Context: an optimization exercise on an open-source flow, tuned for small area, a short achievable clock period and few clock cycles. The choices shown serve that exercise and are no tape-out recipe. Where RTL was checked, it was by simulation tests only, not by an equivalence proof against the original. No activity file was given, so power comes from the tool's default toggle rates.

north:
// st7032_encoder
module st7032_encoder (
    input  wire        clk,
    input  wire        rst,         
    input  wire        cmd_valid,
    output reg         cmd_ready,
    input  wire [15:0] cmd_word,
    input  wire [15:0] cmd_len,
    input  wire        pay_valid,
    output wire        pay_ready,
    input  wire [7:0]  pay_data,
    output reg         rsp_valid,
    output reg  [2:0]  rsp_result,
    output wire [7:0]  rsp_data,
    output wire [3:0]  rsp_step,
    output reg         ev_valid,
    input  wire        ev_ready,
    output wire [2:0]  ev_kind,
    output wire [7:0]  ev_data,
    input  wire        ev_ok,
    input  wire [7:0]  ev_rdata
);
Settings: LEC_CHECK=0, CAP_MARGIN=20, CORE_MARGIN=2, CORE_UTILIZATION=40, SETUP_SLACK_MARGIN=1.8, SLEW_MARGIN=20; clock period 4.0 ns.
standard.sh (not shown) runs the stock make flow with config.mk's settings and CLKGATE_MAP_FILE= SYNTH_SCRIPT=/design/flow/synth_recipe.tcl, a recipe that flattens the netlist after the stock synthesis.
==> flow/flow/run.sh <==
#!/bin/bash
set -euo pipefail
cd "$(dirname "$0")/.."
export BUFFER_PORTS_ARGS="-buffer_cell sky130_fd_sc_hd__buf_1"
DU="sky130_fd_sc_hd__probe_p_8 sky130_fd_sc_hd__probec_p_8 sky130_fd_sc_hd__lpflow_bleeder_1 sky130_fd_sc_hd__lpflow_clkbufkapwr_1 sky130_fd_sc_hd__lpflow_clkbufkapwr_16 sky130_fd_sc_hd__lpflow_clkbufkapwr_2 sky130_fd_sc_hd__lpflow_clkbufkapwr_4 sky130_fd_sc_hd__lpflow_clkbufkapwr_8 sky130_fd_sc_hd__lpflow_clkinvkapwr_1 sky130_fd_sc_hd__lpflow_clkinvkapwr_16 sky130_fd_sc_hd__lpflow_clkinvkapwr_2 sky130_fd_sc_hd__lpflow_clkinvkapwr_4 sky130_fd_sc_hd__lpflow_clkinvkapwr_8 sky130_fd_sc_hd__lpflow_decapkapwr_12 sky130_fd_sc_hd__lpflow_decapkapwr_3 sky130_fd_sc_hd__lpflow_decapkapwr_4 sky130_fd_sc_hd__lpflow_decapkapwr_6 sky130_fd_sc_hd__lpflow_decapkapwr_8 sky130_fd_sc_hd__lpflow_inputiso0n_1 sky130_fd_sc_hd__lpflow_inputiso0p_1 sky130_fd_sc_hd__lpflow_inputiso1n_1 sky130_fd_sc_hd__lpflow_inputiso1p_1 sky130_fd_sc_hd__lpflow_inputisolatch_1 sky130_fd_sc_hd__lpflow_isobufsrc_1 sky130_fd_sc_hd__lpflow_isobufsrc_16 sky130_fd_sc_hd__lpflow_isobufsrc_2 sky130_fd_sc_hd__lpflow_isobufsrc_4 sky130_fd_sc_hd__lpflow_isobufsrc_8 sky130_fd_sc_hd__lpflow_isobufsrckapwr_16 sky130_fd_sc_hd__lpflow_lsbuf_lh_hl_isowell_tap_1 sky130_fd_sc_hd__lpflow_lsbuf_lh_hl_isowell_tap_2 sky130_fd_sc_hd__lpflow_lsbuf_lh_hl_isowell_tap_4 sky130_fd_sc_hd__lpflow_lsbuf_lh_isowell_4 sky130_fd_sc_hd__lpflow_lsbuf_lh_isowell_tap_1 sky130_fd_sc_hd__lpflow_lsbuf_lh_isowell_tap_2 sky130_fd_sc_hd__lpflow_lsbuf_lh_isowell_tap_4"
for c in or4_1 or4_2 or4_4 or4b_1 or4b_2 or4b_4 or4bb_1 or4bb_2 or4bb_4 nor4_1 nor4_2 nor4_4 nor4b_1 nor4b_2 nor4b_4 nor4bb_1 nor4bb_2 nor4bb_4 or3_1 or3_2 or3_4 or3b_1 or3b_2 or3b_4; do
  DU="$DU sky130_fd_sc_hd__$c"
done
bash standard.sh "DONT_USE_CELLS=$DU" finish > make_finish.log 2>&1
## Diff of input files: south against north
--- a/flow/design.v
+++ b/flow/design.v
@@ -45,33 +45,35 @@
     localparam [6:0] S_END   = 7'd1 << I_END;
     localparam [6:0] S_REQ   = 7'd1 << I_REQ;
     localparam [6:0] S_WAIT  = 7'd1 << I_WAIT;
     reg [6:0]  st;          
     reg [3:0]  op;          
     reg        ready;       
     reg        lines2;      
     reg [7:0]  b;           
     reg [15:0] c;           
+    reg        pm;          
+    reg        dv;          
     reg        sf;          
     wire busy = !cmd_ready;
     wire idle = cmd_ready;
     wire is_init  = (op == 4'h0);
     wire is_avail = (op == 4'h1);
     wire is_pseq  = (op == 4'h3);
     wire is_data  = (op[3:1] == 3'b001);
     wire in_write = st[I_WSEL] || st[I_WBYTE];
     assign ev_kind   = {st[I_REQ] || st[I_WAIT],
                         in_write || st[I_END],
                         st[I_BEGIN] || st[I_END] || st[I_WAIT]};
     assign ev_data   = b;
-    reg        pmw;
-    assign pay_ready = pmw && (ev_ready || !ev_valid);
-    assign rsp_data  = b;
+    reg        pmw, pmv;
+    assign pay_ready = (pmw && ev_ready) || pmv;
+    assign rsp_data  = b & {8{dv}};
     assign rsp_step  = ~c[3:0] & {4{sf}};
     wire [3:0] w_op = cmd_word[15:12];
     wire [2:0] w_f  = cmd_word[10:8];
     wire [7:0] w_a  = cmd_word[7:0];
     wire w_is2  = (w_op == 4'h2);
     wire w_isA  = (w_op == 4'hA);
     wire w_isB  = (w_op == 4'hB);
     wire w_is7  = (w_op == 4'h7);
     wire w_is6  = (w_op == 4'h6);
@@ -139,19 +141,19 @@
     wire f_begin = fire && st[I_BEGIN];
     wire f_write = fire && in_write;
     wire f_end   = fire && st[I_END];
     wire f_req   = fire && st[I_REQ];
     wire f_wait  = fire && st[I_WAIT];
     wire f_wait1 = f_wait && b[1:0] == 2'd1;
     wire f_wait2 = f_wait && b[1:0] == 2'd2;
     wire f_wait3 = f_wait && b[1:0] == 2'd3;
     wire f_cbyte   = f_write && st[I_WSEL] && !is_pseq;
-    wire pay_wait  = f_write && !take && pmw;
+    wire pay_wait  = f_write && !take && pm;
     wire init_adv  = (f_wait1 && is_init && !err && !step1 && !step9) || f_wait2;
     wire init_bad  = f_wait1 && is_init && err;
     wire done = f_req || f_wait3 || (f_end && (is_avail || is_data)) ||
                 (f_wait1 && (!is_init || err));
     always @(posedge clk) begin
         if (rst) begin
             cmd_ready <= 1'b1;
             rsp_valid <= 1'b0;
         end else if (acc) begin
@@ -182,63 +184,69 @@
             op <= w_op;
     always @(posedge clk)
         if (idle)
             st <= w_st;
         else if (f_cfg || init_adv)
             st <= S_BEGIN;
         else if (f_begin)
             st <= is_avail ? S_END : S_WSEL;
         else if (f_write)
-            st <= (take || pmw || f_cbyte) ? S_WBYTE : S_END;
+            st <= (take || pm || f_cbyte) ? S_WBYTE : S_END;
         else if (f_end)
             st <= S_WAIT;
     always @(posedge clk)
         if (acc)
             rsp_result <= w_res;
         else if (f_req)
             rsp_result <= {!ev_ok, 2'b00};
         else if (f_end)
             rsp_result <= {1'b0, {2{!is_avail && !ev_ok}}};
     always @(posedge clk)
         if (acc)
+            dv <= 1'b0;
+        else if (f_req)
+            dv <= ev_ok;
+        else if (f_end)
+            dv <= is_avail;
+    always @(posedge clk)
+        if (acc)
             sf <= 1'b0;
         else if (init_bad)
             sf <= 1'b1;
-    always @(posedge clk) begin
-        if (rst || idle)
-            pmw <= 1'b0;
-        else if (f_begin)
-            pmw <= is_pseq && (c != 16'd0);
-        else if (take)
-            pmw <= (c != 16'd1);
+    wire pm_n = rst ? 1'b0 : acc ? (w_run && (w_op == 4'h3) && (cmd_len != 16'd0)) :
+                take ? (c != 16'd1) : pm;
+    always @(posedge clk) begin
+        pm  <= pm_n;
+        pmw <= pm_n && !acc && (in_write || f_begin);
+        pmv <= pm_n && !v_n;
     end
     wire        dec = take || init_adv;
     wire [15:0] cz;                       
     assign cz[0] = 1'b1;
     genvar gi;
     generate
         for (gi = 1; gi < 16; gi = gi + 1) begin : g_cz
             assign cz[gi] = cz[gi - 1] && !c[gi - 1];
         end
     endgenerate
     wire [15:0] w_c = (w_op == 4'h3) ? cmd_len :
                       {cmd_len[15:11], cmd_word[10:4], cmd_word[3:1] | {3{w_op == 4'h0}}, cmd_word[0]};
     wire [15:0] c_dec = c ^ (cz & {16{dec}});
     always @(posedge clk) begin
         c[15:4] <= idle ? w_c[15:4] : c_dec[15:4];
         c[3:0]  <= acc  ? w_c[3:0]  : c_dec[3:0];     
     end
     wire ld_sel  = f_begin;
-    wire ld_3e   = (acc && w_run) || init_adv;
+    wire ld_3e   = acc || init_adv;
     wire ld_w    = f_end;                 
-    wire ld_w23  = f_wait1 && is_init && !err && (step1 || step9);
-    wire b_hold  = !(acc || init_adv || ld_sel || f_cbyte || take || ld_w || f_wait || f_req);
+    wire ld_w23  = f_wait1 && is_init && (step1 || step9);
+    wire b_hold  = !(ld_3e || ld_sel || f_cbyte || take || ld_w || ld_w23 || f_req);
     always @(posedge clk)
         b <= ({8{ld_3e}}             & 8'h3E)                     |
              ({8{ld_sel}}            & {1'b0, is_data, 6'b0})     |
              ({8{f_cbyte}}           & cbyte)                     |
              ({8{take}}              & pay_data)                  |
-             ({8{ld_w}}              & {7'b0, is_avail ? ev_ok : !is_data}) |
+             ({8{ld_w}}              & {7'b0, ev_ok || !is_avail}) |
              ({8{ld_w23}}            & {6'b0, 1'b1, step9})      |
-             ({8{f_req && ev_ok}}    & rd_byte)                   |
+             ({8{f_req}}             & rd_byte)                   |
              ({8{b_hold}}            & b);
 endmodule
==> notes.md <==
Reported for north and south, number of buffers added to fix hold violations after cts turned out identical to the last digit.
Total number of multi-input combinational cells, north and south, higher one = south.
Endpoint required time on the critical path, north and south, higher one = south.
Re number of synthesized flops with an enable pin: no difference whatsoever between north and south.
Post-layout minimum cycle time: south < north
Routed length per instance of south falls short of that of north by a few percent.
Looking only at netlist area before placement, and setting everything else aside, the higher value of north and south goes to south.
south vs north — final area dropped slightly
Cmp north and south / non-clock buffer count / lower: south
In the tables for north and south, effective utilization at floorplan reads lower with north.
Number of cells in the design after placement, north and south, higher one = south.
Testbench counts of south, summed over its fixed seeds: cycles 6,320.
The RTL of north was laid out without a check of its function.


st7032_encoder, a different RTL version from the one above (not shown whole).
Size: roughly 380 cells after synthesis, roughly 46 flip-flops, about 84 I/O pins, about 3200 sq um of cells after synthesis.
Settings: LEC_CHECK=0, CAP_MARGIN=20, CORE_MARGIN=2, CORE_UTILIZATION=40, SETUP_SLACK_MARGIN=1.7, SLEW_MARGIN=20; clock period 4.0 ns.
Scripts as last shown in full above: flow/flow/run.sh
Change:
--- a/flow/design.v
+++ b/flow/design.v
@@ -47,29 +47,29 @@
     localparam [6:0] S_WAIT  = 7'd1 << I_WAIT;
     reg [6:0]  st;          
     reg [3:0]  op;          
     reg        ready;       
     reg        lines2;      
     reg [7:0]  b;           
     reg [15:0] c;           
+    reg        pm;          
     reg        dv;          
     reg        sf;          
     wire busy = !cmd_ready;
-    wire idle = cmd_ready;
     wire is_init  = (op == 4'h0);
     wire is_avail = (op == 4'h1);
     wire is_pseq  = (op == 4'h3);
     wire is_data  = (op[3:1] == 3'b001);
     wire in_write = st[I_WSEL] || st[I_WBYTE];
     assign ev_kind   = {st[I_REQ] || st[I_WAIT],
                         in_write || st[I_END],
                         st[I_BEGIN] || st[I_END] || st[I_WAIT]};
     assign ev_data   = b;
-    reg        pmw;
-    assign pay_ready = pmw && (ev_ready || !ev_valid);
+    reg        pmw, pmv;
+    assign pay_ready = (pmw && ev_ready) || pmv;
     assign rsp_data  = b & {8{dv}};
     assign rsp_step  = ~c[3:0] & {4{sf}};
     wire [3:0] w_op = cmd_word[15:12];
     wire [2:0] w_f  = cmd_word[10:8];
     wire [7:0] w_a  = cmd_word[7:0];
     wire w_is2  = (w_op == 4'h2);
     wire w_isA  = (w_op == 4'hA);
@@ -142,15 +142,15 @@
     wire f_end   = fire && st[I_END];
     wire f_req   = fire && st[I_REQ];
     wire f_wait  = fire && st[I_WAIT];
     wire f_wait1 = f_wait && b[1:0] == 2'd1;
     wire f_wait2 = f_wait && b[1:0] == 2'd2;
     wire f_wait3 = f_wait && b[1:0] == 2'd3;
     wire f_cbyte   = f_write && st[I_WSEL] && !is_pseq;
-    wire pay_wait  = f_write && !take && pmw;
+    wire pay_wait  = f_write && !take && pm;
     wire init_adv  = (f_wait1 && is_init && !err && !step1 && !step9) || f_wait2;
     wire init_bad  = f_wait1 && is_init && err;
     wire done = f_req || f_wait3 || (f_end && (is_avail || is_data)) ||
                 (f_wait1 && (!is_init || err));
     always @(posedge clk) begin
         if (rst) begin
             cmd_ready <= 1'b1;
@@ -175,25 +175,25 @@
         else if (f_wait3)
             ready <= 1'b1;
     end
     always @(posedge clk)
         if (acc && w_init)
             lines2 <= w_f[0];
     always @(posedge clk)
-        if (idle)
+        if (acc)
             op <= w_op;
     always @(posedge clk)
-        if (idle)
+        if (acc)
             st <= w_st;
         else if (f_cfg || init_adv)
             st <= S_BEGIN;
         else if (f_begin)
             st <= is_avail ? S_END : S_WSEL;
         else if (f_write)
-            st <= (take || pmw || f_cbyte) ? S_WBYTE : S_END;
+            st <= (take || pm || f_cbyte) ? S_WBYTE : S_END;
         else if (f_end)
             st <= S_WAIT;
     always @(posedge clk)
         if (acc)
             rsp_result <= w_res;
         else if (f_req)
             rsp_result <= {!ev_ok, 2'b00};
@@ -207,38 +207,34 @@
         else if (f_end)
             dv <= is_avail;
     always @(posedge clk)
         if (acc)
             sf <= 1'b0;
         else if (init_bad)
             sf <= 1'b1;
+    wire pm_n = rst ? 1'b0 : acc ? (w_run && (w_op == 4'h3) && (cmd_len != 16'd0)) :
+                take ? (c != 16'd1) : pm;
     always @(posedge clk) begin
-        if (rst || idle)
-            pmw <= 1'b0;
-        else if (f_begin)
-            pmw <= is_pseq && (c != 16'd0);
-        else if (take)
-            pmw <= (c != 16'd1);
+        pm  <= pm_n;
+        pmw <= pm_n && !acc && (in_write || f_begin);
+        pmv <= pm_n && !v_n;
     end
     wire        dec = take || init_adv;
     wire [15:0] cz;                       
     assign cz[0] = 1'b1;
     genvar gi;
     generate
         for (gi = 1; gi < 16; gi = gi + 1) begin : g_cz
             assign cz[gi] = cz[gi - 1] && !c[gi - 1];
         end
     endgenerate
-    wire [15:0] w_c = (w_op == 4'h3) ? cmd_len :
-                      {cmd_len[15:11], cmd_word[10:4], cmd_word[3:1] | {3{w_op == 4'h0}}, cmd_word[0]};
-    wire [15:0] c_dec = c ^ (cz & {16{dec}});
-    always @(posedge clk) begin
-        c[15:4] <= idle ? w_c[15:4] : c_dec[15:4];
-        c[3:0]  <= acc  ? w_c[3:0]  : c_dec[3:0];     
-    end
+    always @(posedge clk)
+        c <= acc ? ((w_op == 4'h3) ? cmd_len :
+                    {cmd_len[15:11], cmd_word[10:4], cmd_word[3:1] | {3{w_op == 4'h0}}, cmd_word[0]}) :
+                   c ^ (cz & {16{dec}});
     wire ld_sel  = f_begin;
     wire ld_3e   = acc || init_adv;
     wire ld_w    = f_end;                 
     wire ld_w23  = f_wait1 && is_init && (step1 || step9);
     wire b_hold  = !(ld_3e || ld_sel || f_cbyte || take || ld_w || ld_w23 || f_req);
     always @(posedge clk)
         b <= ({8{ld_3e}}             & 8'h3E)                     |
Effect:
- wire length rose by 9.5%
- power rose by 7.2%
- register-to-register slack loses 20 ps
- cell area rose by 2.9%
- area after synthesis rose by 4.2%
- die area rose by 4.0%
- sequential share of layout area rose by 0.27 points
Function was not checked in any run of this note: the RTL went through the layout flow alone.


## lane 1
RTL: one of the versions met above, not the one the previous note started from.
Size in the first run: roughly 400 cells after synthesis, about 84 I/O pins, roughly 3300 sq um of cells after synthesis.
export LEC_CHECK = 0
export CAP_MARGIN = 20
export CORE_MARGIN = 2
export CORE_UTILIZATION = 40
export SETUP_SLACK_MARGIN = 2.0
export SLEW_MARGIN = 20
create_clock -name core_clock -period 4.0 [get_ports {clk}]
Scripts as last shown in full above: flow/flow/run.sh
Lane 1 closes out successfully: all stages finished, all timing, DRC and antenna checks passed.
Inputs modified between lane 1 and lane 2:
diff --git a/flow/design.v b/flow/design.v
--- a/flow/design.v
+++ b/flow/design.v
@@ -51,14 +51,15 @@
     reg        lines2;      
     reg [7:0]  b;           
     reg [15:0] c;           
     reg        pm;          
     reg        dv;          
     reg        sf;          
     wire busy = !cmd_ready;
+    wire idle = cmd_ready;
     wire is_init  = (op == 4'h0);
     wire is_avail = (op == 4'h1);
     wire is_pseq  = (op == 4'h3);
     wire is_data  = (op[3:1] == 3'b001);
     wire in_write = st[I_WSEL] || st[I_WBYTE];
     assign ev_kind   = {st[I_REQ] || st[I_WAIT],
                         in_write || st[I_END],
@@ -175,18 +176,18 @@
         else if (f_wait3)
             ready <= 1'b1;
     end
     always @(posedge clk)
         if (acc && w_init)
             lines2 <= w_f[0];
     always @(posedge clk)
-        if (acc)
+        if (idle)
             op <= w_op;
     always @(posedge clk)
-        if (acc)
+        if (idle)
             st <= w_st;
         else if (f_cfg || init_adv)
             st <= S_BEGIN;
         else if (f_begin)
             st <= is_avail ? S_END : S_WSEL;
         else if (f_write)
             st <= (take || pm || f_cbyte) ? S_WBYTE : S_END;
@@ -223,18 +224,21 @@
     assign cz[0] = 1'b1;
     genvar gi;
     generate
         for (gi = 1; gi < 16; gi = gi + 1) begin : g_cz
             assign cz[gi] = cz[gi - 1] && !c[gi - 1];
         end
     endgenerate
-    always @(posedge clk)
-        c <= acc ? ((w_op == 4'h3) ? cmd_len :
-                    {cmd_len[15:11], cmd_word[10:4], cmd_word[3:1] | {3{w_op == 4'h0}}, cmd_word[0]}) :
-                   c ^ (cz & {16{dec}});
+    wire [15:0] w_c = (w_op == 4'h3) ? cmd_len :
+                      {cmd_len[15:11], cmd_word[10:4], cmd_word[3:1] | {3{w_op == 4'h0}}, cmd_word[0]};
+    wire [15:0] c_dec = c ^ (cz & {16{dec}});
+    always @(posedge clk) begin
+        c[15:4] <= idle ? w_c[15:4] : c_dec[15:4];
+        c[3:0]  <= acc  ? w_c[3:0]  : c_dec[3:0];     
+    end
     wire ld_sel  = f_begin;
     wire ld_3e   = acc || init_adv;
     wire ld_w    = f_end;                 
     wire ld_w23  = f_wait1 && is_init && (step1 || step9);
     wire b_hold  = !(ld_3e || ld_sel || f_cbyte || take || ld_w || ld_w23 || f_req);
     always @(posedge clk)
         b <= ({8{ld_3e}}             & 8'h3E)                     |
Summary of lane 2 over lane 1: via count of the first global-routing pass decreased about 6%, detailed-route vias per instance fell 0.051, core utilization shows an increase of 1.3 points. Between lane 1 and lane 2, the flow reports clock distribution power increasing by more than 10%. Compared with lane 1, lane 2 shows share of the clock period used by the worst path after layout lower by 0.43 points. Between lane 1 and lane 2, the fraction of layout cells with a size suffix above 1 is lower for lane 2. For worst setup skew after layout, lane 2 and lane 1 come out practically identical. When lane 2 is set beside lane 1, its fmax turns out to be about 0.9% larger. Lane 2 reports a higher clock share of power than lane 1 does.
Testbench counts of lane 2, summed over its fixed seeds: cycles 6,320.
The RTL of lane 1 was laid out without a check of its function.

[separate check: timing with driven ports]
How much do the figures lean on ideal ports? The routed layouts below were timed once more, with nothing changed but the port constraints.
Step 1 (the two cells are an assumption about what drives the block):
set clk [get_ports {clk}]
set_driving_cell -lib_cell sky130_fd_sc_hd__clkbuf_16 $clk
set_driving_cell -lib_cell sky130_fd_sc_hd__buf_2 [delete_from_list [all_inputs] $clk]
Step 2 moves the port delays by t, midway between the first and last clock arrival at a register: inputs arrive t later, outputs are due t later. That takes back most of the time a late clock gives input paths.
a / b / c = ideal / step 1 / step 2; a / b = the first two.
run | shift t [ns] | setup WS [ns] | worst setup path after step 2 | worst register clock-pin slew, ns
north | 0.325 | 1.817 / 1.764 / 1.493 | input to register | 0.09 / 0.09
south | 0.338 | 1.885 / 1.881 / 1.559 | input to register | 0.10 / 0.10
the first run of note 2 | 0.331 | 1.819 / 1.799 / 1.502 | input to register | 0.09 / 0.09
the second run of note 2 | 0.328 | 1.814 / 1.814 / 1.538 | input to register | 0.09 / 0.09
lane 1 | 0.334 | 1.978 / 1.940 / 1.723 | input to register | 0.10 / 0.10
lane 2 | 0.338 | 1.995 / 1.958 / 1.652 | input to register | 0.10 / 0.10
After both steps every run listed still meets setup and hold. For lane 2, which loses most, drivers alone change the setup slack by -0.037 ns; drivers and shift together by -0.343 ns.
